This is an optimization exercise on Yosys and OpenROAD, whose aim is small area, a short achievable clock period and few clock cycles, not a production implementation. Only simulation tests tie the RTL to the original design; equivalence was not proved. No activity file was given, so power comes from the tool's default toggle rates.

## flow/design.v

```verilog
module vpe_stripe_solver (
  input             clk,
  input             rst_n,
  input             start,
  input             cfg_scheme,      
  input      [3:0]  cfg_ngroups,     
  input      [47:0] cfg_gsize,       
  input      [63:0] fail_data,       
  input      [7:0]  fail_lp,         
  input             fail_gp,         
  output            busy,
  output            done,
  output     [1:0]  cls_rollup,
  output     [15:0] cls_group,       
  output     [1:0]  cls_gp,
  output            rd_valid,
  output     [5:0]  rd_slot,
  input             rd_ready,
  input      [31:0] rd_data,
  output            out_valid,
  output     [5:0]  out_slot,
  output     [31:0] out_data,
  input             out_ready
);
  localparam [1:0] C_OK = 2'd0, C_REC = 2'd1, C_DL = 2'd2;
  localparam [4:0] S_IDLE  = 5'd0,  S_DONE  = 5'd1,  S_ANA0 = 5'd2,  S_ANA  = 5'd3,
                   S_PLAN  = 5'd4,  S_TGP   = 5'd5,  S_LJT  = 5'd6,  S_HT   = 5'd7,
                   S_TLOW  = 5'd8,  S_LJA   = 5'd9,  S_HA   = 5'd10, S_TUP  = 5'd11,
                   S_SOLVE = 5'd12, S_EMI   = 5'd13, S_EMJ  = 5'd14, S_LJL  = 5'd15,
                   S_LPJ   = 5'd16, S_EMLPT = 5'd17, S_GPE  = 5'd18, S_END  = 5'd19, S_DISP = 5'd20;
  function automatic [31:0] mul2w(input [31:0] w);    
    integer b;
    begin
      for (b = 0; b < 4; b = b + 1)
        mul2w[8*b +: 8] = {w[8*b +: 7], 1'b0} ^ (w[8*b+7] ? 8'h1d : 8'h00);
    end
  endfunction
  function automatic [31:0] div2w(input [31:0] w);    
    integer b;
    begin
      for (b = 0; b < 4; b = b + 1)
        div2w[8*b +: 8] = {w[8*b], w[8*b+1 +: 7] ^ (w[8*b] ? 7'h0e : 7'h00)};
    end
  endfunction
  function automatic [7:0] ctab(input [5:0] d);
    case (d)
      6'd0: ctab = 8'h00;
      6'd1: ctab = 8'hf4;
      6'd2: ctab = 8'ha7;
      6'd3: ctab = 8'h9d;
      6'd4: ctab = 8'h72;
      6'd5: ctab = 8'hed;
      6'd6: ctab = 8'h5f;
      6'd7: ctab = 8'h54;
      6'd8: ctab = 8'ha0;
      6'd9: ctab = 8'ha9;
      6'd10: ctab = 8'hfb;
      6'd11: ctab = 8'h74;
      6'd12: ctab = 8'h85;
      6'd13: ctab = 8'he4;
      6'd14: ctab = 8'hc0;
      6'd15: ctab = 8'h8a;
      6'd16: ctab = 8'h67;
      6'd17: ctab = 8'hdc;
      6'd18: ctab = 8'h26;
      6'd19: ctab = 8'h63;
      6'd20: ctab = 8'hf2;
      6'd21: ctab = 8'he9;
      6'd22: ctab = 8'hb4;
      6'd23: ctab = 8'hd2;
      6'd24: ctab = 8'h02;
      6'd25: ctab = 8'h8e;
      6'd26: ctab = 8'hba;
      6'd27: ctab = 8'haa;
      6'd28: ctab = 8'hde;
      6'd29: ctab = 8'h89;
      6'd30: ctab = 8'h57;
      6'd31: ctab = 8'h59;
      6'd32: ctab = 8'hac;
      6'd33: ctab = 8'h2c;
      6'd34: ctab = 8'h93;
      6'd35: ctab = 8'h09;
      6'd36: ctab = 8'h60;
      6'd37: ctab = 8'h1e;
      6'd38: ctab = 8'hbc;
      6'd39: ctab = 8'ha4;
      6'd40: ctab = 8'hb3;
      6'd41: ctab = 8'h43;
      6'd42: ctab = 8'heb;
      6'd43: ctab = 8'hda;
      6'd44: ctab = 8'h6a;
      6'd45: ctab = 8'h12;
      6'd46: ctab = 8'hc7;
      6'd47: ctab = 8'h39;
      6'd48: ctab = 8'h04;
      6'd49: ctab = 8'h69;
      6'd50: ctab = 8'h47;
      6'd51: ctab = 8'h98;
      6'd52: ctab = 8'h3e;
      6'd53: ctab = 8'hd0;
      6'd54: ctab = 8'h23;
      6'd55: ctab = 8'h82;
      6'd56: ctab = 8'h97;
      6'd57: ctab = 8'h7b;
      6'd58: ctab = 8'h52;
      6'd59: ctab = 8'hf6;
      6'd60: ctab = 8'hc5;
      6'd61: ctab = 8'h2f;
      6'd62: ctab = 8'h91;
      6'd63: ctab = 8'h1c;
      default: ctab = 8'h00;
    endcase
  endfunction
  reg  [4:0]  st;
  reg         scheme;
  reg  [3:0]  ng;
  reg  [5:0]  E [0:7];         
  reg  [63:0] fd;
  reg  [7:0]  flp;
  reg         fgp;
  reg  [1:0]  cnt [0:7];       
  reg  [5:0]  pa;              
  reg         pav;             
  reg  [5:0]  fa;              
  reg  [7:0]  r_loc, r_lpe, r_rec, r_dl;
  reg  [2:0]  r_t;
  reg         r_modeT, r_modeG, r_tc;
  reg  [5:0]  r_gpslot;
  reg  [4:0]  st2;             
  reg  [2:0]  g2;
  reg  [2:0]  g;               
  reg  [5:0]  s;               
  reg  [5:0]  send;            
  reg  [5:0]  pslot;           
  reg         first;           
  reg         lpv;             
  reg  [5:0]  fslot;           
  reg  [5:0]  ireg, jreg;      
  reg  [5:0]  dreg;            
  reg         seenj;
  reg  [2:0]  bcnt;
  reg         fj, xlp;         
  reg         rdv;             
  reg         busy_r, done_r;
  reg  [5:0]  rds;             
  reg  [31:0] A, T, P, V;
  reg         ovalid;
  reg  [5:0]  oslot;
  integer k;
  reg  [7:0]  nle0, pok, loc_m, lpr_m, tgt_m, dl_m, rec_m;
  reg  [2:0]  t;
  reg         modeT, modeG;
  always @* begin
    for (k = 0; k < 8; k = k + 1) begin
      nle0[k] = (cnt[k] == 2'd0) || (cnt[k] == 2'd1 && !flp[k]);
      pok[k]  = !(flp[k] && cnt[k] != 2'd0);
    end
    for (k = 0; k < 8; k = k + 1) begin : cl
      reg det, oth, valid;
      valid = (k < ng);
      if (!scheme) begin
        oth = ((~nle0 & ~(8'd1 << k)) == 8'd0);
        det = nle0[k] ||
              (((cnt[k] == 2'd1 && flp[k]) || (cnt[k] == 2'd2 && !flp[k])) && !fgp && oth);
      end else begin
        oth = ((~pok & ~(8'd1 << k)) == 8'd0);
        det = (!flp[k] && cnt[k] <= 2'd1) || (flp[k] && cnt[k] == 2'd0) ||
              (flp[k] && cnt[k] == 2'd1 && !fgp && oth);
      end
      rec_m[k] = valid && !(cnt[k] == 2'd0 && !flp[k]) && det;
      dl_m[k]  = valid && !(cnt[k] == 2'd0 && !flp[k]) && !det;
      loc_m[k] = rec_m[k] && cnt[k] == 2'd1 && !flp[k];
      lpr_m[k] = rec_m[k] && cnt[k] == 2'd0 && flp[k];
      tgt_m[k] = rec_m[k] && !loc_m[k] && !lpr_m[k];
    end
    t = 3'd0;
    for (k = 0; k < 8; k = k + 1)
      if (tgt_m[k]) t = k[2:0];
    modeT = |tgt_m;
    modeG = fgp && !(|dl_m);
  end
  function automatic [3:0] ffs8(input [7:0] m);    
    integer i;
    begin
      ffs8 = 4'd0;
      for (i = 7; i >= 0; i = i - 1)
        if (m[i]) ffs8 = {1'b1, i[2:0]};
    end
  endfunction
  wire [5:0] ndata = E[7];
  wire [2:0] ngm1  = ng[2:0] - 3'd1;
  reg  [4:0] nx_st;
  reg  [2:0] nx_g;
  always @* begin : nxt
    reg [3:0] lf, pf;
    reg       to_loc, to_lp;
    reg [3:0] lfrom, pfrom;
    nx_st  = S_END;
    nx_g   = g2;
    to_loc = 1'b0;
    to_lp  = 1'b0;
    lfrom  = 4'd0;
    pfrom  = 4'd0;
    case (st2)
      S_DISP:  if (r_modeT) nx_st = S_TGP;
               else begin to_loc = 1'b1; lfrom = 4'd0; end
      S_TGP:   if (r_t == 3'd0) begin nx_st = S_TLOW; nx_g = r_t; end
               else begin nx_st = r_loc[0] ? S_LJT : S_HT; nx_g = 3'd0; end
      S_LJT:   nx_st = S_HT;
      S_HT:    if (g2 + 3'd1 == r_t) begin nx_st = S_TLOW; nx_g = r_t; end
               else begin nx_g = g2 + 3'd1; nx_st = r_loc[g2 + 3'd1] ? S_LJT : S_HT; end
      S_TLOW:  if (r_t == ngm1) begin nx_st = S_TUP; nx_g = r_t; end
               else begin nx_g = ngm1; nx_st = (!scheme && r_loc[ngm1]) ? S_LJA : S_HA; end
      S_LJA:   nx_st = S_HA;
      S_HA:    if (r_modeT && g2 - 3'd1 == r_t) begin nx_st = S_TUP; nx_g = r_t; end
               else if (!r_modeT && g2 == 3'd0) nx_st = S_GPE;
               else begin nx_g = g2 - 3'd1; nx_st = (!scheme && r_loc[g2 - 3'd1]) ? S_LJA : S_HA; end
      S_TUP:   nx_st = r_tc ? S_SOLVE : S_EMI;
      S_SOLVE: nx_st = S_EMI;
      S_EMI:   if (r_tc) nx_st = S_EMJ;
               else begin to_loc = 1'b1; lfrom = {1'b0, r_t} + 4'd1; end
      S_EMJ:   begin to_loc = 1'b1; lfrom = {1'b0, r_t} + 4'd1; end
      S_LJL:   begin to_loc = 1'b1; lfrom = {1'b0, g2} + 4'd1; end
      S_LPJ, S_EMLPT: begin to_lp = 1'b1; pfrom = {1'b0, g2} + 4'd1; end
      default: nx_st = S_END;
    endcase
    lf = ffs8(r_loc & (8'hff << lfrom));
    if (to_loc) begin
      if (lf[3]) begin nx_st = S_LJL; nx_g = lf[2:0]; end
      else begin to_lp = 1'b1; pfrom = 4'd0; end
    end
    pf = ffs8(r_lpe & (8'hff << pfrom));
    if (to_lp) begin
      if (pf[3]) begin
        nx_g  = pf[2:0];
        nx_st = (r_modeT && pf[2:0] == r_t) ? S_EMLPT : S_LPJ;
      end else if (r_modeG) begin
        nx_g  = ngm1;
        nx_st = (!scheme && r_loc[ngm1]) ? S_LJA : S_HA;
      end else
        nx_st = S_END;
    end
  end
  wire       su_desc  = (st2 == S_HA) || (st2 == S_TUP);
  wire [5:0] su_start = (g2 == 3'd0) ? 6'd0 : E[g2 - 3'd1];
  wire [5:0] su_endm1 = E[g2] - 6'd1;
  wire [5:0] su_s     = su_desc ? su_endm1 : su_start;
  wire [5:0] su_send  = su_desc ? su_start : su_endm1;
  wire [5:0] su_pslot = (st2 == S_GPE) ? r_gpslot : ndata + {3'd0, g2};
  wire       su_lpv   = scheme && !flp[g2];
  wire       su_rsel  = (st2 == S_TGP) || ((st2 == S_HT || st2 == S_HA) && su_lpv);
  wire       su_read  = (st2 == S_LJT) || (st2 == S_LJA) || (st2 == S_LJL) || (st2 == S_LPJ) ||
                        (st2 == S_TGP) || (st2 == S_HT) || (st2 == S_HA) ||
                        (st2 == S_TLOW) || (st2 == S_TUP);
  wire       entering_a = (st2 == S_LJA || st2 == S_HA || st2 == S_TUP) &&
                          !(st == S_LJA || st == S_HA);
  reg  [63:0] amask;              
  always @* begin : am
    integer i;
    for (i = 0; i < 64; i = i + 1)
      amask[i] = fd[i] && (!pav || i > pa);
  end
  reg  [5:0]  af;
  always @* begin : ana
    integer i;
    af = 6'd0;
    for (i = 63; i >= 0; i = i - 1)
      if (amask[i]) af = i[5:0];
  end
  reg [2:0] agrp;
  always @* begin : agr
    integer i;
    reg [6:0] th;                   
    for (i = 0; i < 7; i = i + 1)
      th[i] = (E[i] <= fa);
    agrp[2] = th[3];
    agrp[1] = th[3] ? th[5] : th[1];
    agrp[0] = th[3] ? (th[5] ? th[6] : th[4]) : (th[1] ? th[2] : th[0]);
  end
  wire cf      = fd[s];           
  wire st_lj   = (st == S_LJT) || (st == S_LJA) || (st == S_LJL);
  wire stall   = ovalid && !out_ready;
  wire adv     = !stall && (!rdv || rd_ready);
  wire fj_eff  = fj || (first && cf);
  wire go_xlp  = st_lj && !xlp && s == send && fj_eff;
  reg vend;
  always @* begin
    case (st)
      S_LJT, S_LJA, S_LJL:        vend = xlp || (s == send && !fj_eff);
      S_LPJ:                      vend = (s == send);
      S_HT, S_HA:                 vend = lpv || (s == send);
      S_TLOW:                     vend = cf;
      S_TUP:                      vend = cf && (!r_tc || seenj);
      S_SOLVE:                    vend = (bcnt == 3'd0);
      default:                    vend = 1'b1;
    endcase
  end
  wire [31:0] p_base = first ? 32'd0 : P;
  wire [31:0] pn     = p_base ^ rd_data;
  wire [31:0] hx     = (lpv || !cf) ? rd_data : P;         
  wire [31:0] th     = T ^ hx;
  wire [31:0] tnext  = scheme ? th : div2w(th);
  wire [31:0] amul   = scheme ? A : mul2w(A);
  reg  [7:0]  cval;
  always @(posedge clk) cval <= ctab(dreg);
  wire [31:0] rsol   = A ^ T ^ P ^ V;
  wire [5:0] s_step  = (st == S_HA || st == S_TUP) ? s - 6'd1 : s + 6'd1;
  wire       cf_step = fd[s_step];
  wire       seenj_n = seenj || (cf && r_tc && !seenj);
  wire       st_rsel = (st_lj && cf_step) || (st == S_TUP && cf_step && r_tc && seenj_n);
  wire job_st = !(st == S_IDLE || st == S_DONE || st == S_ANA0 || st == S_ANA ||
                  st == S_PLAN || st == S_END);
  always @(posedge clk) begin
    if (!rst_n) begin
      st     <= S_IDLE;
      busy_r <= 1'b0;
      done_r <= 1'b0;
      ovalid <= 1'b0;
      rdv    <= 1'b0;
    end else begin
      if (ovalid && out_ready) ovalid <= 1'b0;
      case (st)
        S_IDLE, S_DONE: begin
          st     <= S_IDLE;
          busy_r <= 1'b0;
          done_r <= 1'b0;
          if (start) begin
            scheme <= cfg_scheme;
            ng     <= cfg_ngroups;
            for (k = 0; k < 8; k = k + 1) begin
              E[k]   <= cfg_gsize[6*k +: 6];
              cnt[k] <= 2'd0;
            end
            fd     <= fail_data;
            flp    <= fail_lp;
            fgp    <= fail_gp;
            pav    <= 1'b0;
            r_rec  <= 8'd0;
            r_dl   <= 8'd0;
            st     <= S_ANA0;
            busy_r <= 1'b1;
            done_r <= 1'b0;
          end
        end
        S_ANA0: begin : a0
          reg [5:0] p01, p23, p45, p67, p03;
          p01 = E[0] + E[1];
          p23 = E[2] + E[3];
          p45 = E[4] + E[5];
          p67 = E[6] + E[7];
          p03 = p01 + p23;
          E[1] <= p01;
          E[2] <= p01 + E[2];
          E[3] <= p03;
          E[4] <= p03 + E[4];
          E[5] <= p03 + p45;
          E[6] <= p03 + p45 + E[6];
          E[7] <= p03 + (p45 + p67);
          pa  <= af;                  
          pav <= 1'b1;
          fa  <= af;
          if (fd != 64'd0)             begin st <= S_ANA; busy_r <= 1'b1; done_r <= 1'b0; end
          else if (flp != 8'd0 || fgp) begin st <= S_PLAN; busy_r <= 1'b1; done_r <= 1'b0; end
          else                         begin st <= S_DONE; busy_r <= 1'b0; done_r <= 1'b1; end
        end
        S_ANA: begin
          if (cnt[agrp] != 2'd3) cnt[agrp] <= cnt[agrp] + 2'd1;
          pa <= af;
          fa <= af;
          if (amask == 64'd0) begin st <= S_PLAN; busy_r <= 1'b1; done_r <= 1'b0; end
        end
        S_PLAN: begin
          r_loc    <= loc_m;
          r_lpe    <= lpr_m | (tgt_m & flp);
          r_rec    <= rec_m;
          r_dl     <= dl_m;
          r_t      <= t;
          r_modeT  <= modeT;
          r_modeG  <= modeG;
          r_tc     <= !flp[t];
          r_gpslot <= E[7] + {2'd0, ng};
          if (modeT || loc_m != 8'd0 || lpr_m != 8'd0 || modeG) begin
            st     <= S_DISP;
            busy_r <= 1'b1;
            done_r <= 1'b0;
            st2 <= S_DISP;
          end else begin
            st     <= S_DONE;
            busy_r <= 1'b0;
            done_r <= 1'b1;
          end
        end
        S_END: begin
          if (!stall) begin st <= S_DONE; busy_r <= 1'b0; done_r <= 1'b1; end
        end
        default: begin
          if (adv) begin
            case (st)
              S_LJT, S_LJA, S_LJL, S_LPJ: begin
                if (!xlp && first && cf) begin
                  P  <= 32'd0;               
                  fj <= 1'b1;
                end else
                  P <= pn;
                if (!xlp && cf) fslot <= s;
                if (go_xlp) xlp <= 1'b1;
                if (vend && st != S_LJA) begin
                  V      <= pn;
                  ovalid <= 1'b1;
                  oslot  <= (st == S_LPJ) ? pslot : (cf && !xlp) ? s : fslot;
                end
              end
              S_TGP: T <= rd_data;
              S_HT:  T <= tnext;
              S_HA:  A <= amul ^ hx;
              S_TLOW: begin
                if (!cf) begin
                  T <= tnext;
                  P <= pn;
                end else begin
                  ireg <= s;
                  V    <= p_base;
                end
              end
              S_TUP: begin
                dreg <= dreg + 6'd1;
                if (!cf) begin
                  A <= amul ^ rd_data;
                  P <= pn;
                end else if (r_tc && !seenj) begin
                  A     <= amul;
                  P     <= p_base;
                  jreg  <= s;
                  seenj <= 1'b1;
                  dreg  <= 6'd1;
                end else begin
                  A    <= amul;
                  P    <= r_tc ? pn : p_base;    
                  ireg <= s;
                  dreg <= dreg;
                end
              end
              S_SOLVE: begin
                if (bcnt == 3'd7) begin
                  A <= rsol;
                  T <= cval[7] ? rsol : 32'd0;
                end else
                  T <= mul2w(T) ^ (cval[bcnt] ? A : 32'd0);
                bcnt <= bcnt - 3'd1;
              end
              S_EMI: begin
                ovalid <= 1'b1;
                oslot  <= ireg;
                if (r_tc) V <= T ^ P ^ V;
                else begin
                  V <= A ^ T;
                  A <= A ^ T ^ P ^ V;
                end
              end
              S_EMJ: begin
                ovalid <= 1'b1;
                oslot  <= jreg;
                V      <= T;
              end
              S_EMLPT, S_GPE: begin
                ovalid <= 1'b1;
                oslot  <= pslot;
                V      <= A;
              end
              default: ;
            endcase
            first <= 1'b0;
            if (vend) begin
              st     <= st2;
              busy_r <= 1'b1;
              done_r <= 1'b0;
              g     <= g2;
              st2   <= nx_st;
              g2    <= nx_g;
              s     <= su_s;
              send  <= su_send;
              pslot <= su_pslot;
              lpv   <= su_lpv;
              first <= 1'b1;
              seenj <= 1'b0;
              fj    <= 1'b0;
              xlp   <= 1'b0;
              bcnt  <= 3'd7;
              rdv   <= su_read;
              rds   <= su_rsel ? ((st2 == S_TGP) ? r_gpslot : su_pslot) : su_s;
              if (entering_a) A <= 32'd0;
            end else if (go_xlp) begin
              rds <= pslot;
            end else begin
              s   <= s_step;
              rds <= st_rsel ? pslot : s_step;
            end
          end
        end
      endcase
    end
  end
  assign busy       = busy_r;
  assign done       = done_r;
  assign rd_valid   = rdv;
  assign rd_slot    = rds;
  assign out_valid  = ovalid;
  assign out_slot   = oslot;
  assign out_data   = V;
  wire       o_dl  = |r_dl;
  wire [1:0] o_q   = !fgp ? C_OK : o_dl ? C_DL : C_REC;
  genvar gi;
  generate for (gi = 0; gi < 8; gi = gi + 1) begin : og
    assign cls_group[2*gi +: 2] = {r_dl[gi], r_rec[gi]};
  end endgenerate
  assign cls_gp     = o_q;
  assign cls_rollup = (o_dl || o_q == C_DL) ? C_DL : (|r_rec || o_q == C_REC) ? C_REC : C_OK;
endmodule
```

## flow/run.sh

```bash
#!/bin/bash
# synth_recipe.tcl (not shown) runs the flow's synth.tcl, then flattens the netlist and writes it again
# the make line also repeats each setting of config.mk as NAME=value (left out here)
make -C /OpenROAD-flow-scripts/flow DESIGN_CONFIG=/design/flow/config.mk WORK_HOME=/design/flow/orfs CLKGATE_MAP_FILE= SYNTH_SCRIPT=/design/flow/synth_recipe.tcl finish
```

## flow/config.mk

```make
export PLATFORM = sky130hd
export DESIGN_NAME = vpe_stripe_solver
export DESIGN_NICKNAME = vpe_stripe_solver
export VERILOG_FILES = /design/flow/design.v
export SDC_FILE = /design/flow/constraint.sdc
export NUM_CORES = 4
export LEC_CHECK = 0
export CAP_MARGIN = 20
export CORE_MARGIN = 2
export CORE_UTILIZATION = 40
export SLEW_MARGIN = 20
```

## flow/constraint.sdc

```tcl
create_clock -name core_clock -period 14.0 [get_ports {clk}]
set_input_delay 2.8000 -clock core_clock [delete_from_list [all_inputs] [get_ports {clk}]]
set_output_delay 2.8000 -clock core_clock [all_outputs]
set_load 0.01 [all_outputs]
```

==> impl_metrics.tcl, run 1 <==
set metrics [dict create \
    status "finished clean" \
    holdBufCountCts 0 \
    crit_fanout 22 \
    finalHoldViolCount 0 \
    clock_sinks 408 \
    p_sw_mw 4.08 \
    drt_iter0_markers 3810 \
    numCtsBuffers 50 \
    final_cell_mix "nand2_1 (402), edfxtp_1 (391), o21ai_0 (321)" \
    cts_setup_buffers 0 \
    vias 32100 \
    io_pins 231 \
    drt-total-wl_um 127000 \
    rr_worst_depth 10 \
    slew_headroom_pct 25.1 \
    reg2reg_from "st[4]" \
    hold_path.class "register to register" \
    end_kind "register" \
    min_to "fslot[3]" \
    yosys.cell_types.count 97 \
    post_drt_via_cell_ratio 6.25 \
    tns_ps 0 \
    power_density_nw_per_um2 224 \
    path_class "register to register" \
    p_int_mw 4.78 \
    combPwrFrac_pct 59.5 \
    htreeDepth 2 \
    synth_nets 4203 \
    path_clk_slew_ps 60 \
    num_rows 108 \
    r2r_end "rds[5]" \
    antenna_found_initial 6 \
    area_growth_pct 13.8 \
    port_buffers 230 \
    clkPwrFrac_pct 16.0 \
    track_usage_pct 27.6 \
    grt_pass1_wl_um 192000 \
    fin_crit_ps 5400 \
    wl_per_cell_um 24.8 \
    final_common_cell "nand2_1" \
    finalCoreUtilization_pct 45.7 \
    worst_pin_slew_ps 1120 \
    start_util_pct 40.2 \
    ant_nets 0 \
    nNetsFinal 4235 \
    async_flop_share_pct 0 \
    clk_latency_ps 630 \
    fillers 8372 \
    syn-cell-area_sq_um 34800 \
    synth-seq-cells 408 \
    drcViolationCount 0 \
    yosysSeqAreaShare_pct 34.8 \
    yosysWarnings 2 \
    grt-ovfl-total 0 \
    coreArea_sq_um 86500 \
    dr.pass1.iters 9 \
    tritoncts "built" \
    required_ps 14320 \
    synth-edff-count 391 \
    setup_violations 0 \
    rrSetupSlack_ps 8600 \
    worstSetupStartpointType "register" \
    max-vdd-ir-drop_mv 0.553 \
    grt_pass1_vias 30800 \
    die_h_um 299 \
    netlist_instances 3897 \
    holdPathStages 1 \
    grt_start_max_net_pins 71 \
    die_w_um 299 \
    avgSynthCellArea_sq_um 8.92 \
    finalCritPeriodShare_pct 38.6 \
    drv_cap 0 \
    clockBufferDepth 3 \
    crit_start "st[4]" \
    clock.fmax_ghz 0.185 \
    drive_gt1_share_pct 6.65 \
    slew_viol_final 0 \
    worstPathArrival_ps 5730 \
    register_area_sq_um 12100 \
    die_area_sq_um 89300 \
    p_sw_share_pct 46.0 \
    worstHoldStart "fslot[3]" \
    rsz0062_at_grt "false" \
    cts_root_buf "clkbuf_16" \
    gp_congestion 0.944 \
    dp_hpwl_um 87600 \
    pwr-share-seq_pct 24.5 \
    synth_ff_type "edfxtp_1" \
    multi_input_area_sq_um 21000 \
    finClkSkew_ps 39.8 \
    cts.repair.resized 0 \
    leakagePower_nw 14.1 \
]
-- per-layer routing --
layer / GRT usage (%) / part of all wire (%) / vias up
met1: 37.2 / 41 / 15400
met3: 5.16 / 9.5 / 288
met5: 0 / 0.020 / -
met2: 44.3 / 46 / 1756
li1: - / - / 14600
met4: 10.0 / 3.7 / 4
-- synth_stat cells, types with 21 or more instances --
| cell type | n | share of area, % |
|---|---|---|
| nand2_1 | 404 | 4.4 |
| edfxtp_1 | 391 | 34 |
| nor2_1 | 322 | 3.5 |
| o21ai_0 | 321 | 4.6 |
| a21oi_1 | 288 | 4.1 |
| clkbuf_1 | 230 | 2.5 |
| xnor2_1 | 210 | 5.3 |
| xor2_1 | 166 | 4.2 |
| inv_1 | 128 | 1.4 |
| ha_1 | 118 | 4.2 |
| mux2i_1 | 116 | 3.3 |
| nor3_1 | 87 | 1.3 |
| nand3_1 | 83 | 1.2 |
| a222oi_1 | 78 | 2.2 |
| nor2b_1 | 68 | 1.2 |
| nor4_1 | 52 | 0.94 |
| a221oi_1 | 44 | 1.1 |
| o21a_1 | 43 | 0.93 |
| mux4_2 | 41 | 2.7 |
| a21o_1 | 37 | 0.80 |
| buf_1 | 32 | 0.35 |
| nand2b_1 | 31 | 0.56 |
| o211ai_1 | 31 | 0.67 |
| a211oi_1 | 27 | 0.58 |
| fa_1 | 25 | 1.4 |
| mux2_2 | 23 | 0.75 |
| nand4_1 | 23 | 0.41 |
| a31oi_1 | 22 | 0.40 |
| or3_1 | 22 | 0.40 |
| a311oi_1 | 21 | 0.53 |
| and3_1 | 21 | 0.38 |
| o221ai_1 | 21 | 0.53 |
| o22ai_1 | 21 | 0.38 |
-- sequential cells by signal, indices dropped and copies added (netlist names), 16 cells and up --
signal / cells
T: 32
P: 32
E: 48
A: 32
fd: 64
cnt: 16
V: 32
-- worst max-delay path: stages (launching register included) --
cell and delay (ps):
dfxtp_1 550, nand2b_1 480, nor2_1 570, inv_1 110, fa_1 1210, mux4_2 410, mux4_2 540, mux4_2 540
a21oi_4 320, mux2i_1 220, mux2i_1 120
-- cells by family (layout without fill, tap and decap cells) --
group                    Yosys count  count (layout)  synth area share, %
AO/OA/AOI/OAI                   1130            1130                 21.4
XOR/XNOR                         381             381                 9.77
adder cells (fa/ha/maj)          144             144                 5.72
buffers and inverters            441             515                 5.14
flip-flops                       408             408                 34.8
multiplexers                     181             181                 6.78
other                              0               3                    0
AND/OR/NAND/NOR                 1212            1212                 16.4
-- stage by stage --
step           setup slack [ps]  power (mW)  hold slack [ps]  std cells  area [sq um]
2_1_floorplan              6830        5.97              443       3897         34800
3_3_place_gp               8030        7.30              554       5031         37700
3_5_place_dp               8010        7.35              538       5031         37700
4_1_cts                    8560        8.81              548       5125         39500
5_1_grt                    8390        9.53              576       5126         39500
6_report                   8600        8.86              571       5129         39500
-- layout make-up --
type	count	share of cell area [%]
well taps	1155	3.66
multi-input cells	3048	53.1
clock buffers	59	3.38
repair buffers	285	6.88
clock inverters	35	1.09
diodes	3	0.0190
inverters	136	1.29
flip-flops and latches	408	30.6
-- power by group through the flow --
| stage | registers (mW) | clock network [mW] | logic, mW |
|---|---|---|---|
| after floorplan | 1.90 | 0 | 4.06 |
| after global placement | 2.18 | 0 | 5.12 |
| after detailed placement | 2.18 | 0 | 5.18 |
| after CTS | 2.15 | 1.44 | 5.22 |
| after global routing | 2.20 | 1.48 | 5.85 |
| final | 2.17 | 1.42 | 5.27 |
-- worst max path at each step --
| stage | cells after the start | to |
|---|---|---|
| floorplan | 7 | T[0] |
| global placement | 7 | seenj |
| detailed placement | 7 | seenj |
| CTS | 7 | seenj |
| global route | 10 | rds[5] |
| finish | 10 | rds[5] |
Testbench counts, summed over its fixed seeds: cycles 63,577.
==> run 2: changes to the inputs <==
--- a/flow/design.v
+++ b/flow/design.v
@@ -126,6 +126,7 @@
   reg  [2:0]  r_t;
   reg         r_modeT, r_modeG, r_tc;
   reg  [5:0]  r_gpslot;
+  reg  [1:0]  r_roll, r_q;
   reg  [4:0]  st2;             
   reg  [2:0]  g2;
   reg  [2:0]  g;               
@@ -188,6 +189,25 @@
     end
   endfunction
   wire [5:0] ndata = E[7];
+  reg  [4:0] fj_st;
+  reg  [2:0] fj_g;
+  always @* begin : fjb
+    reg [3:0] lf0, pf0;
+    reg [7:0] lpe0;
+    reg [2:0] nm1;
+    lpe0 = lpr_m | (tgt_m & flp);
+    lf0  = ffs8(loc_m);
+    pf0  = ffs8(lpe0);
+    nm1  = ng[2:0] - 3'd1;
+    fj_g  = 3'd0;
+    if (modeT)        fj_st = S_TGP;
+    else if (lf0[3]) begin fj_st = S_LJL; fj_g = lf0[2:0]; end
+    else if (pf0[3]) begin fj_st = S_LPJ; fj_g = pf0[2:0]; end
+    else begin
+      fj_g  = nm1;
+      fj_st = (!scheme && loc_m[nm1]) ? S_LJA : S_HA;
+    end
+  end
   wire [2:0] ngm1  = ng[2:0] - 3'd1;
   reg  [4:0] nx_st;
   reg  [2:0] nx_g;
@@ -202,8 +222,6 @@
     lfrom  = 4'd0;
     pfrom  = 4'd0;
     case (st2)
-      S_DISP:  if (r_modeT) nx_st = S_TGP;
-               else begin to_loc = 1'b1; lfrom = 4'd0; end
       S_TGP:   if (r_t == 3'd0) begin nx_st = S_TLOW; nx_g = r_t; end
                else begin nx_st = r_loc[0] ? S_LJT : S_HT; nx_g = 3'd0; end
       S_LJT:   nx_st = S_HT;
@@ -337,6 +355,8 @@
             pav    <= 1'b0;
             r_rec  <= 8'd0;
             r_dl   <= 8'd0;
+            r_q    <= C_OK;
+            r_roll <= C_OK;
             st     <= S_ANA0;
             busy_r <= 1'b1;
             done_r <= 1'b0;
@@ -379,11 +399,14 @@
           r_modeG  <= modeG;
           r_tc     <= !flp[t];
           r_gpslot <= E[7] + {2'd0, ng};
+          r_q      <= !fgp ? C_OK : (|dl_m) ? C_DL : C_REC;
+          r_roll   <= (|dl_m) ? C_DL : (|rec_m || fgp) ? C_REC : C_OK;
           if (modeT || loc_m != 8'd0 || lpr_m != 8'd0 || modeG) begin
             st     <= S_DISP;
             busy_r <= 1'b1;
             done_r <= 1'b0;
-            st2 <= S_DISP;
+            st2    <= fj_st;
+            g2     <= fj_g;
           end else begin
             st     <= S_DONE;
             busy_r <= 1'b0;
@@ -507,12 +530,10 @@
   assign out_valid  = ovalid;
   assign out_slot   = oslot;
   assign out_data   = V;
-  wire       o_dl  = |r_dl;
-  wire [1:0] o_q   = !fgp ? C_OK : o_dl ? C_DL : C_REC;
   genvar gi;
   generate for (gi = 0; gi < 8; gi = gi + 1) begin : og
     assign cls_group[2*gi +: 2] = {r_dl[gi], r_rec[gi]};
   end endgenerate
-  assign cls_gp     = o_q;
-  assign cls_rollup = (o_dl || o_q == C_DL) ? C_DL : (|r_rec || o_q == C_REC) ? C_REC : C_OK;
+  assign cls_gp     = r_q;
+  assign cls_rollup = r_roll;
 endmodule
==> flow/flow/run.sh (new file) <==
#!/bin/bash
set -euo pipefail
export SETUP_SLACK_MARGIN=9.5
bash standard.sh > standard.log 2>&1
==> flow/standard.sh (new file) <==
#!/bin/bash
# synth_recipe.tcl (not shown) runs the flow's synth.tcl, then flattens the netlist and writes it again
# the make line also repeats each setting of config.mk as NAME=value (left out here)
make -C /OpenROAD-flow-scripts/flow DESIGN_CONFIG=/design/flow/config.mk WORK_HOME=/design/flow/orfs CLKGATE_MAP_FILE= SYNTH_SCRIPT=/design/flow/synth_recipe.tcl "${@:-finish}"
removed: flow/run.sh
==> run 2 against run 1 <==
  * Via count grew 3.4%
  * Critical endpoint is now out_data[26]
  * Combinational power is about 10% higher
  * Maximum frequency increased by 21%
  * Critical path type is now register to primary output
  * Sequential share of layout area decreased by 0.91 points
  * Sequential power is 6% lower
  * Critical path depth is 9 lower
==> impl_metrics.tcl, run 2 <==
set metrics [dict create \
    tns_ps 0 \
    synth.top_cells.by_area "edfxtp_1 (34%), xnor2_1 (5.2%), nand2_1 (5.0%), o21ai_0 (4.5%), ha_1 (4.2%)" \
    syn-cell-area_sq_um 35400 \
    drv_cap 0 \
    grt_pass1_wl_um 195000 \
    worst_pin_slew_ps 1130 \
    slew_headroom_pct 24.9 \
    p_total_mw 9.18 \
    io_pins 231 \
    nNetsFinal 4448 \
    start_util_pct 40.2 \
    power_density_nw_per_um2 223 \
    top_register "fd" \
    holdPathStages 2 \
    cts_root_buf "clkbuf_16" \
    rsz0062_at_grt "true" \
    port_buffers 230 \
    coreArea_sq_um 88000 \
    synth.top_cell.area_share_pct 33.5 \
    max-vdd-ir-drop_mv 0.721 \
    end_kind "primary output" \
    yosysSeqAreaShare_pct 34.5 \
    post_drt_via_cell_ratio 6.21 \
    gp_congestion 0.980 \
    die_h_um 301 \
    yosys.cell_types.count 105 \
    antenna_found_initial 6 \
    worstSetupStartpointType "register" \
    crit_slowest_cell "clkdlybuf4s50_1" \
    ant_nets 0 \
    met2_wirelength_um 58400 \
    vias 33200 \
    leakagePower_nw 14.7 \
    status "finished clean" \
    slew_viol_final 0 \
    crit_chain "clkdlybuf4s50_1" \
    clock.fmax_ghz 0.224 \
    finalCritPeriodShare_pct 31.9 \
    critical_path.top_delay_family "buffers and inverters" \
    largestRegisters "fd x64, E x48" \
    num_rows 109 \
    m1WireLength_um 53500 \
    path_clk_slew_ps 60 \
    hold_path.class "register to register" \
    highest_layer "met5" \
    worstPathArrival_ps 1660 \
    drt_iter0_markers 3754 \
    drcViolationCount 0 \
    grt_start_max_net_pins 73 \
    crit_fanout 2 \
    wl_met3_um 11600 \
    finClkSkew_ps 34.8 \
    grt-ovfl-total 0 \
    critical_path_buf_inv_count 1 \
    synth-edff-count 395 \
    worstHoldStart "fslot[5]" \
    async_flop_share_pct 0 \
    dp_hpwl_um 87400 \
    largest_register_ffs 64 \
    fin_crit_ps 4460 \
    setup_violations 0 \
    htreeDepth 2 \
    synth-seq-cells 412 \
    track_usage_pct 27.7 \
    synth_nets 4359 \
    numCtsBuffers 50 \
    final_common_cell "nand2_1" \
    synth_commonest_cells "nand2_1 (473), edfxtp_1 (395), nor2_1 (371)" \
    rrSetupSlack_ps 9540 \
    wl_per_cell_um 24.2 \
    r2r_end "st2[4]" \
    synth_ff_type "edfxtp_1" \
    critPathMaxStageDelay_ps 580 \
    required_ps 11200 \
    grt_pass1_vias 31800 \
    clock_sinks 412 \
    yosysWarnings 2 \
    synth_most_common_cell "nand2_1" \
    clk_latency_ps 640 \
    final_cell_mix "nand2_1 (466), edfxtp_1 (395), nor2_1 (355)" \
    tritoncts "built" \
    dr.pass1.iters 7 \
    avgSynthCellArea_sq_um 8.72 \
    synth_top_area_cell "edfxtp_1" \
    drt-total-wl_um 129000 \
    area_growth_pct 16.4 \
    clockBufferDepth 3 \
    die_w_um 301 \
    netlist_instances 4053 \
    die_area_sq_um 90800 \
    path_class "register to primary output" \
    crit_start "V[26]" \
    drive_gt1_share_pct 9.50 \
    reg2reg_from "scheme" \
    min_to "fslot[5]" \
    rr_worst_depth 9 \
    finalHoldViolCount 0 \
]
## run 2: cell types whose count changed after synthesis, sizes merged, moves of 15 or more
| cell | change |
|---|---|
| nor2 | +50 |
| o22ai | +27 |
| nor2b | -15 |
| nand2 | +69 |
| inv | +22 |
| a222oi | -47 |
| a22oi | +21 |
| xor2 | -28 |
| a221oi | +34 |
| o211ai | +19 |
| nor4 | -16 |
| nand4 | +18 |
| buf | +17 |
## run 2: cell type report
type / instances / area, sq um
fill: 8398 / 46800
multi-input combinational: 3180 / 22000
clock buffer: 59 / 1310
sequential: 412 / 12200
tap: 1165 / 1460
timing repair buffer: 345 / 3320
antenna: 1 / 2.50
inverter: 153 / 601
clock inverter: 28 / 303
## run 2: cell families after synthesis
family                     count (synthesis)  synth area share (%)
adders and majority gates                143                  5.59
AOI/OAI and AO/OA                       1215                  22.5
xor gates and xnor gates                 351                  8.99
muxes                                    153                  5.86
and+or+nand+nor                         1318                  17.3
buffers and inverters                    461                  5.26
DFF                                      412                  34.5
## run 2: what timing repair did
| action | in CTS | in global routing |
|---|---|---|
| gates resized for setup | 61 | 62 |
| pin swaps | 19 | 35 |
| cloned | 0 | 3 |
| hold buffers | 0 | 0 |
| setup buffers | 33 | 20 |
| setup endpoints to repair | 303 | 220 |
## run 2: where the power goes
| part | switching (mW) | internal [mW] |
|---|---|---|
| Sequential | 0.368 | 1.68 |
| Clock | 0.563 | 0.759 |
| Combinational | 3.13 | 2.68 |
| Total | 4.06 | 5.12 |
## run 2: per-stage QoR
step	setup WS, ps	hold slack [ps]	util (%)	std cells	area [sq um]
after floorplan	9070	469	-	4053	35500
after global placement	8270	529	43.7	5198	38500
after detailed placement	8230	534	43.7	5199	38500
after CTS	9500	553	46.2	5319	40600
after global routing	9380	573	46.8	5342	41200
final	9540	550	46.8	5343	41200
## run 2: metal layers
layer  GRT usage (%)  up-vias
met2            43.9     1785
met5               0        -
li1                -    15200
met3            4.65      388
met1            37.3    15800
met4            11.6        6
## run 2: worst max path at each step
stage                   end  slack, ps  cells after the start
3_3_place_gp          seenj       8270                      7
5_1_grt             E[7][5]       9380                     16
2_1_floorplan          T[0]       9070                      5
4_1_cts              st2[0]       9500                      9
6_report       out_data[26]       9540                      1
3_5_place_dp          seenj       8230                      7
## run 2: worst reg2reg max path, stage by stage (launching register included)
cell,delay [ps]
edfxtp_1,340
buf_6,520
inv_1,370
nor4_1,630
nand3_1,230
a311oi_1,470
o311ai_0,270
nor4_2,590
or4_4,280
and4_2,420
Testbench counts of run 2, summed over its fixed seeds: cycles 61,438.
==> run 3: changes to the inputs <==
--- a/flow/design.v
+++ b/flow/design.v
@@ -121,8 +121,8 @@
   reg  [1:0]  cnt [0:7];       
   reg  [5:0]  pa;              
   reg         pav;             
-  reg  [5:0]  fa;              
-  reg  [7:0]  r_loc, r_lpe, r_rec, r_dl;
+  reg  [7:0]  r_rec, r_dl;
+  reg  [7:0]  r_loc, r_lpe;    
   reg  [2:0]  r_t;
   reg         r_modeT, r_modeG, r_tc;
   reg  [5:0]  r_gpslot;
@@ -135,9 +135,7 @@
   reg  [5:0]  pslot;           
   reg         first;           
   reg         lpv;             
-  reg  [5:0]  fslot;           
   reg  [5:0]  ireg, jreg;      
-  reg  [5:0]  dreg;            
   reg         seenj;
   reg  [2:0]  bcnt;
   reg         fj, xlp;         
@@ -189,6 +187,12 @@
     end
   endfunction
   wire [5:0] ndata = E[7];
+  always @* begin
+    for (k = 0; k < 8; k = k + 1) begin
+      r_loc[k] = r_rec[k] && !flp[k] && cnt[k] == 2'd1;
+      r_lpe[k] = r_rec[k] && flp[k];
+    end
+  end
   reg  [4:0] fj_st;
   reg  [2:0] fj_g;
   always @* begin : fjb
@@ -290,7 +294,7 @@
     integer i;
     reg [6:0] th;                   
     for (i = 0; i < 7; i = i + 1)
-      th[i] = (E[i] <= fa);
+      th[i] = (E[i] <= pa);
     agrp[2] = th[3];
     agrp[1] = th[3] ? th[5] : th[1];
     agrp[0] = th[3] ? (th[5] ? th[6] : th[4]) : (th[1] ? th[2] : th[0]);
@@ -320,7 +324,7 @@
   wire [31:0] tnext  = scheme ? th : div2w(th);
   wire [31:0] amul   = scheme ? A : mul2w(A);
   reg  [7:0]  cval;
-  always @(posedge clk) cval <= ctab(dreg);
+  always @(posedge clk) cval <= ctab(jreg - ireg);
   wire [31:0] rsol   = A ^ T ^ P ^ V;
   wire [5:0] s_step  = (st == S_HA || st == S_TUP) ? s - 6'd1 : s + 6'd1;
   wire       cf_step = fd[s_step];
@@ -378,7 +382,6 @@
           E[7] <= p03 + (p45 + p67);
           pa  <= af;                  
           pav <= 1'b1;
-          fa  <= af;
           if (fd != 64'd0)             begin st <= S_ANA; busy_r <= 1'b1; done_r <= 1'b0; end
           else if (flp != 8'd0 || fgp) begin st <= S_PLAN; busy_r <= 1'b1; done_r <= 1'b0; end
           else                         begin st <= S_DONE; busy_r <= 1'b0; done_r <= 1'b1; end
@@ -386,12 +389,9 @@
         S_ANA: begin
           if (cnt[agrp] != 2'd3) cnt[agrp] <= cnt[agrp] + 2'd1;
           pa <= af;
-          fa <= af;
           if (amask == 64'd0) begin st <= S_PLAN; busy_r <= 1'b1; done_r <= 1'b0; end
         end
         S_PLAN: begin
-          r_loc    <= loc_m;
-          r_lpe    <= lpr_m | (tgt_m & flp);
           r_rec    <= rec_m;
           r_dl     <= dl_m;
           r_t      <= t;
@@ -425,12 +425,12 @@
                   fj <= 1'b1;
                 end else
                   P <= pn;
-                if (!xlp && cf) fslot <= s;
+                if (!xlp && cf) oslot <= s;
                 if (go_xlp) xlp <= 1'b1;
                 if (vend && st != S_LJA) begin
                   V      <= pn;
                   ovalid <= 1'b1;
-                  oslot  <= (st == S_LPJ) ? pslot : (cf && !xlp) ? s : fslot;
+                  if (st == S_LPJ) oslot <= pslot;
                 end
               end
               S_TGP: T <= rd_data;
@@ -446,7 +446,6 @@
                 end
               end
               S_TUP: begin
-                dreg <= dreg + 6'd1;
                 if (!cf) begin
                   A <= amul ^ rd_data;
                   P <= pn;
@@ -455,12 +454,10 @@
                   P     <= p_base;
                   jreg  <= s;
                   seenj <= 1'b1;
-                  dreg  <= 6'd1;
                 end else begin
                   A    <= amul;
                   P    <= r_tc ? pn : p_base;    
                   ireg <= s;
-                  dreg <= dreg;
                 end
               end
               S_SOLVE: begin
==> flow/flow/run.sh (replaced) <==
#!/bin/bash
set -euo pipefail
export SETUP_SLACK_MARGIN=10
bash standard.sh > standard.log 2>&1
--- a/flow/config.mk
+++ b/flow/config.mk
@@ -7,5 +7,5 @@
 export LEC_CHECK = 0
 export CAP_MARGIN = 20
 export CORE_MARGIN = 2
-export CORE_UTILIZATION = 40
+export CORE_UTILIZATION = 60
 export SLEW_MARGIN = 20
==> run 3 against run 2 <==
  * Final cell count fell by 7.6%
  * Power shrank 1.4%
  * Count of clock-buffer cells in the layout fell by 4
  * Area after synthesis decreased by 1.7%
  * Worst hold slack worse by 12 ps
  * Sequential power down 5%
  * First-iteration DRC count increased by 40%
  * Combinational power grew 1%
  * Core utilization up 24 points
  * Routed wire length increased by 2.0%
  * Sequential cell count down 28
  * Still clean
==> impl_metrics.tcl, run 3 <==
set metrics [dict create \
    grt_pass1_wl_um 196000 \
    area_growth_pct 17.8 \
    crit_start "E[0][0]" \
    synth_commonest_cells "nand2_1 (422), edfxtp_1 (367), nor2_1 (364)" \
    combPwrFrac_pct 65.1 \
    tritoncts "built" \
    drv_cap 0 \
    clkPwrFrac_pct 13.3 \
    pre_cts_ws_ps 8510 \
    drcViolationCount 0 \
    syn-cell-area_sq_um 34800 \
    synth_most_common_cell "nand2_1" \
    finalHoldViolCount 0 \
    clockBufferDepth 3 \
    dp_hpwl_um 87000 \
    antenna_found_initial 3 \
    final_common_cell "nand2_1" \
    crit_slowest_cell "fa_2" \
    post_drt_via_cell_ratio 7.17 \
    finClkSkew_ps 26.2 \
    io_pins 231 \
    vias 35400 \
    critical_path_buf_inv_count 2 \
    num_rows 88 \
    worstSetupStartpointType "register" \
    critical_path.top_delay_family "adder cells" \
    ant_nets 0 \
    status "finished clean" \
    drt-total-wl_um 132000 \
    tns_ps 0 \
    synth.top_cell.area_share_pct 31.7 \
    wl_per_cell_um 26.8 \
    yosysSeqAreaShare_pct 32.7 \
    rrSetupSlack_ps 9560 \
    finalCritPeriodShare_pct 31.7 \
    synth_top_area_cell "edfxtp_1" \
    synth.top_cells.by_area "edfxtp_1 (32%), xnor2_1 (5.5%), nand2_1 (4.6%), o21ai_0 (4.2%), ha_1 (4.1%)" \
    slew_headroom_pct 17.4 \
    power_density_nw_per_um2 221 \
    cts_root_buf "clkbuf_16" \
    crit_fanout 3 \
    path_clk_slew_ps 60 \
    grt-ovfl-total 0 \
    track_usage_pct 42.2 \
    netlist_instances 3962 \
    leakagePower_nw 15.1 \
    holdPathStages 2 \
    worstPathArrival_ps 4780 \
    largestRegisters "fd x64, E x48" \
    r2r_end "E[6][5]" \
    port_buffers 230 \
    dr.pass1.iters 11 \
    p_sw_mw 4.14 \
    setup_violations 0 \
    synth-edff-count 367 \
    synth-seq-cells 384 \
    slew_viol_final 0 \
    end_kind "register" \
    async_flop_share_pct 0 \
    max-vdd-ir-drop_mv 0.725 \
    hold_path.class "register to register" \
    grt_pass1_vias 34000 \
    reg2reg_from "E[0][0]" \
    rsz0062_at_grt "true" \
    coreArea_sq_um 57500 \
    synth_nets 4265 \
    die_h_um 245 \
    yosys.cell_types.count 110 \
    drt_iter0_markers 5238 \
    avgSynthCellArea_sq_um 8.77 \
    pwr-share-seq_pct 21.6 \
    die_area_sq_um 59900 \
    htreeDepth 2 \
    top_register "fd" \
    start_util_pct 60.5 \
    gp_congestion 1.07 \
    drive_gt1_share_pct 14.6 \
    nNetsFinal 4435 \
    clk_latency_ps 610 \
    numCtsBuffers 45 \
    synth_ff_type "edfxtp_1" \
    required_ps 14340 \
    worst_pin_slew_ps 1240 \
    path_depth 17 \
    fin_ws_ps 9560 \
    rr_worst_depth 17 \
    path_class "register to register" \
    yosysWarnings 2 \
    largest_register_ffs 64 \
    die_w_um 245 \
    p_int_mw 4.91 \
    p_sw_share_pct 45.8 \
    clock.fmax_ghz 0.225 \
    crit_chain "ha_2, fa_2, inv_2, fa_1, inv_2, ha_4, fa_2, ha_4, a21oi_2, nor2_2, nor2_2, xnor2_2, ha_1, a21oi_2, xnor2_1, xnor2_1, o21ai_1" \
    grt_start_max_net_pins 74 \
    critPathMaxStageDelay_ps 600 \
    final_cell_mix "nand2_1 (415), edfxtp_1 (367), nor2_1 (347)" \
    fin_crit_ps 4440 \
    crit_end "E[6][5]" \
    clock_sinks 384 \
]
-- run 3: cell types whose count changed after synthesis, moves of 26 or more --
cell and change:
nand2_1 -51, a222oi_1 +34, mux2i_1 +30, edfxtp_1 -28, clkbuf_1 +26, inv_1 -26
-- run 3: per-layer routing --
metal | part of all wire, % | GRT usage (%)
met1 | 36 | 53.7
met2 | 44 | 64.9
met3 | 14 | 10.8
met4 | 6.8 | 25.3
met5 | 0.021 | 0
-- run 3: per-stage QoR --
| stage | utilization [%] | std cells | hold WS [ps] | total power [mW] | area [sq um] |
|---|---|---|---|---|---|
| 2_1_floorplan | - | 3962 | 443 | 5.44 | 35100 |
| 3_3_place_gp | 65.2 | 4705 | 504 | 6.47 | 37500 |
| 3_5_place_dp | 65.3 | 4706 | 502 | 6.68 | 37500 |
| 4_1_cts | 69.5 | 4885 | 490 | 8.39 | 40000 |
| 5_1_grt | 71.2 | 4934 | 529 | 9.50 | 40900 |
| 6_report | 71.2 | 4935 | 537 | 9.05 | 40900 |
-- run 3: timing repair --
action,in CTS,in global routing
gates resized for setup,394,107
endpoints found under the setup margin,573,376
cloned,6,5
hold buffers,0,0
setup buffers,90,42
pin swaps,33,29
-- run 3: final cells by class --
type	instances	area, sq um
well taps	765	957
clock inverters	28	244
repair buffers	427	3900
multi-input cells	3143	22700
clock buffers	55	1210
diodes	2	5.00
fillers	4283	16500
flip-flops and latches	384	11400
repair inverters	2	12.5
inverters	129	520
-- run 3: worst min-delay path: cells and delay by family (launching register included) --
kind	cells	cell delay, ps
DFF	1	350
buffers and inverters	1	80
AOI/OAI and AO/OA	1	70
-- run 3: kinds of logic (layout without fill, tap and decap cells) --
group / count (synthesis) / count (layout) / share of synthesized area, %
other cells: 0 / 2 / 0
buf+inv: 438 / 641 / 5.08
fa+ha+maj: 140 / 140 / 5.60
mux: 184 / 184 / 7.01
flops: 384 / 384 / 32.7
simple gates: 1266 / 1269 / 17.1
xor+xnor: 375 / 375 / 9.60
compound gates: 1175 / 1175 / 22.9
-- run 3: power by group through the flow --
| stage | clock (mW) | sequential, mW | combinational, mW |
|---|---|---|---|
| floorplan | 0 | 1.74 | 3.70 |
| global placement | 0 | 1.97 | 4.50 |
| detailed placement | 0 | 1.98 | 4.70 |
| CTS | 1.20 | 1.93 | 5.26 |
| global route | 1.24 | 1.97 | 6.29 |
| finish | 1.21 | 1.95 | 5.89 |
-- run 3: worst min path at each step --
stage / from / slack [ps] / end
CTS: busy_r / 490 / busy_r
global placement: busy_r / 500 / busy_r
detailed placement: busy_r / 500 / busy_r
floorplan: s[5] / 440 / ireg[5]
global route: busy_r / 530 / busy_r
finish: busy_r / 540 / busy_r
Testbench counts of run 3, summed over its fixed seeds: cycles 61,438.
==> run 4: changes to the inputs <==
--- a/flow/design.v
+++ b/flow/design.v
@@ -350,7 +350,8 @@
             scheme <= cfg_scheme;
             ng     <= cfg_ngroups;
             for (k = 0; k < 8; k = k + 1) begin
-              E[k]   <= cfg_gsize[6*k +: 6];
+              if (k % 2 == 0) E[k] <= cfg_gsize[6*k +: 6];
+              else            E[k] <= cfg_gsize[6*k +: 6] + cfg_gsize[6*k-6 +: 6];
               cnt[k] <= 2'd0;
             end
             fd     <= fail_data;
@@ -367,19 +368,16 @@
           end
         end
         S_ANA0: begin : a0
-          reg [5:0] p01, p23, p45, p67, p03;
-          p01 = E[0] + E[1];
-          p23 = E[2] + E[3];
-          p45 = E[4] + E[5];
-          p67 = E[6] + E[7];
-          p03 = p01 + p23;
-          E[1] <= p01;
-          E[2] <= p01 + E[2];
+          reg [5:0] p03, q46, q47;
+          p03 = E[1] + E[3];
+          q46 = E[5] + E[6];
+          q47 = E[5] + E[7];
+          E[2] <= E[1] + E[2];
           E[3] <= p03;
           E[4] <= p03 + E[4];
-          E[5] <= p03 + p45;
-          E[6] <= p03 + p45 + E[6];
-          E[7] <= p03 + (p45 + p67);
+          E[5] <= p03 + E[5];
+          E[6] <= p03 + q46;
+          E[7] <= p03 + q47;
           pa  <= af;                  
           pav <= 1'b1;
           if (fd != 64'd0)             begin st <= S_ANA; busy_r <= 1'b1; done_r <= 1'b0; end
==> flow/flow/run.sh (replaced) <==
#!/bin/bash
set -euo pipefail
export SETUP_SLACK_MARGIN=10
export BUFFER_PORTS_ARGS="-buffer_cell sky130_fd_sc_hd__buf_2"
bash standard.sh > standard.log 2>&1
==> run 4 against run 3 <==
  * Cell area down 3.0%
  * Count of clock-buffer cells in the layout is 4 lower
  * Highest routed layer unchanged
  * Largest cell class unchanged
  * Via count shrank 0.53%
  * Worst hold slack lost 14 ps
  * First-iteration DRC count grew 7.2%
  * Sequential share of layout area up 0.84 points
  * Non-clock buffer count grew 14
  * Critical path type is now register to primary output
  * Final cell count up 0.39%
  * Synthesized cell count is 0.10% higher
  * Core utilization shrank 0.80 points
==> impl_metrics.tcl, run 4 <==
set metrics [dict create \
    rr_worst_depth 18 \
    drv_cap 0 \
    drt-total-wl_um 130000 \
    yosysWarnings 2 \
    path_clk_slew_ps 60 \
    synth_commonest_cells "nand2_1 (431), nor2_1 (370), edfxtp_1 (367)" \
    gp_congestion 1.02 \
    fillers 4379 \
    end_kind "primary output" \
    r2r_end "cnt[0][0]" \
    coreArea_sq_um 56400 \
    critPathMaxStageDelay_ps 520 \
    fin_ws_ps 9880 \
    ant_nets 0 \
    status "finished clean" \
    num_rows 87 \
    rrSetupSlack_ps 10000 \
    multi_input_area_sq_um 21900 \
    final_cell_mix "nand2_1 (424), edfxtp_1 (367), nor2_1 (358)" \
    finalHoldViolCount 0 \
    clock.fmax_ghz 0.243 \
    worstPathArrival_ps 1320 \
    yosysSeqAreaShare_pct 33.2 \
    setup_violations 0 \
    antenna_found_initial 6 \
    finalCoreUtilization_pct 70.4 \
    netlist_instances 3966 \
    dp_hpwl_um 84800 \
    grt_start_max_net_pins 77 \
    post_drt_via_cell_ratio 7.11 \
    hold_path.class "register to register" \
    slew_viol_final 0 \
    die_h_um 243 \
    synth_nets 4277 \
    fin_crit_ps 4120 \
    grt_pass1_wl_um 194000 \
    area_growth_pct 16.0 \
    worst_pin_slew_ps 1270 \
    port_buffers 230 \
    clk_latency_ps 620 \
    largest_register_ffs 64 \
    synth-edff-count 367 \
    p_total_mw 6.84 \
    crit_slowest_cell "edfxtp_1" \
    top_register "fd" \
    numCtsBuffers 45 \
    min_to "rdv" \
    cts_root_buf "clkbuf_16" \
    largestRegisters "fd x64, E x48" \
    finalCritPeriodShare_pct 29.4 \
    drive_gt1_share_pct 17.6 \
    track_usage_pct 41.7 \
    avgSynthCellArea_sq_um 8.63 \
    die_w_um 243 \
    clockBufferDepth 3 \
    path_class "register to primary output" \
    finalNonFillerCells 4954 \
    slew_headroom_pct 15.3 \
    tns_ps 0 \
    grt-ovfl-total 0 \
    holdBufCountCts 0 \
    register_area_sq_um 11400 \
    finClkSkew_ps 27.1 \
    worstHoldStart "rdv" \
    synth_ff_type "edfxtp_1" \
    final_common_cell "nand2_1" \
    nNetsFinal 4467 \
    drcViolationCount 0 \
    vias 35200 \
    drt_iter0_markers 5614 \
    synth.top_cell.area_share_pct 32.2 \
    clock_sinks 384 \
    critical_path_buf_inv_count 1 \
    dr.pass1.iters 8 \
    holdPathStages 2 \
    grt_pass1_vias 33600 \
    fin_worst_hold_slack_ps 523 \
    rsz0062_at_grt "true" \
    tritoncts "built" \
    start_util_pct 60.7 \
    reg2reg_from "pa[1]" \
    htreeDepth 2 \
    required_ps 11200 \
    placed_area_sq_um 35900 \
    synth_top_area_cell "edfxtp_1" \
    synth.top_cells.by_area "edfxtp_1 (32%), xnor2_1 (5.4%), nand2_1 (4.7%), o21ai_0 (4.6%), ha_1 (4.5%)" \
    wl_per_cell_um 26.2 \
    critical_path.top_delay_family "flip-flops" \
    finalInstanceArea_sq_um 39700 \
    crit_fanout 2 \
    syn-cell-area_sq_um 34200 \
    io_pins 231 \
    die_area_sq_um 59000 \
    pre_cts_ws_ps 8290 \
    power_density_nw_per_um2 172 \
    async_flop_share_pct 0 \
    synth_most_common_cell "nand2_1" \
    dp_cells 4716 \
    max-vdd-ir-drop_mv 0.189 \
    leakagePower_nw 15.0 \
    crit_chain "buf_6" \
    yosys.cell_types.count 90 \
    synth-seq-cells 384 \
    worstSetupStartpointType "register" \
]
-- run 4: cell count changes in the layout (fill, tap and decap cells not counted), sizes merged, moves of 19 or more --
| cell | previous run | this run |
|---|---|---|
| a21oi | 267 | 289 |
| a221oi | 55 | 78 |
| and3 | 45 | 26 |
| buf | 259 | 430 |
| clkdlybuf4s50 | 148 | 0 |
| mux2i | 131 | 112 |
| nand3 | 67 | 89 |
| o21ai | 299 | 331 |
-- run 4: how the worst max path moves through the flow --
stage | startpoint | to | slack, ps | cells past startpoint
after global routing | V[14] | out_data[14] | 9860 | 1
after detailed placement | rst_n | T[8] | 8290 | 8
after floorplan | out_ready | T[0] | 8590 | 7
final | V[14] | out_data[14] | 9880 | 1
after CTS | V[14] | out_data[14] | 9890 | 1
after global placement | rst_n | T[10] | 8370 | 8
-- run 4: power by group --
part	internal, mW	switching, mW	leakage [nW]
Sequential	1.58	0.324	3.51
Combinational	1.47	2.18	10.7
Clock	0.746	0.541	0.763
-- run 4: timing repair --
item / in CTS / in global routing
pin swaps: 13 / 21
cloned: 5 / 8
endpoints found under the setup margin: 447 / 355
resized for setup: 102 / 89
setup buffers: 79 / 56
-- run 4: logic make-up after synthesis --
logic type | synth area share (%)
compound gates | 23.1
xor+xnor | 9.92
fa+ha+maj | 5.94
buf+inv | 5.15
flops | 33.2
mux | 6.01
simple gates | 16.6
-- run 4: layout make-up --
class	count	area share, %
Inverter	146	1.53
Antenna cell	5	0.0315
Timing Repair inverter	1	0.0284
Timing Repair Buffer	441	8.36
Sequential cell	384	28.6
Multi-Input combinational cell	3137	55.1
Clock buffer	51	3.00
Tap cell	756	2.38
Clock inverter	33	0.977
-- run 4: metal layers --
| layer | share of wire, % | track usage [%] |
|---|---|---|
| met5 | 0.010 | 0 |
| met1 | 36 | 53.6 |
| met2 | 44 | 65.0 |
| met4 | 6.4 | 22.9 |
| met3 | 14 | 10.2 |
Testbench counts of run 4, summed over its fixed seeds: cycles 61,438.

## what the ideal ports hide
The results above use ideal ports. As a check the final layouts listed here were re-extracted and re-timed, cells and wires unchanged.
Step 1: set_driving_cell puts a clkbuf_16 on clk and a buf_2 on each other input, an assumption about the parent block.
Step 2 times the ports against the registers' clock, not the clock port: input delays grow and output delays shrink by t, the midpoint of the rising clock arrivals with the driver on.
a / b / c = ideal / step 1 / step 2; a / b = the first two.
| run | t, ns | setup WS [ns] | hold WS [ns] | clock arrival spread, ns | cell pins on the clock port's net |
|---|---|---|---|---|---|
| run 1 | 0.671 | 8.599 / 8.599 / 8.098 | 0.571 / 0.571 / 0.571 | 0.040 / 0.040 | 1 |
| run 2 | 0.682 | 9.541 / 9.480 / 8.897 | 0.550 / 0.550 / 0.550 | 0.035 / 0.035 | 1 |
| run 3 | 0.665 | 9.556 / 9.556 / 9.321 | 0.537 / 0.537 / 0.537 | 0.026 / 0.026 | 1 |
| run 4 | 0.669 | 9.880 / 9.814 / 9.285 | 0.523 / 0.523 / 0.523 | 0.028 / 0.028 | 1 |
After both steps setup and hold are still met in every run listed. For run 2, which loses most, drivers alone change the setup slack by -0.061 ns; drivers and shift together by -0.644 ns.
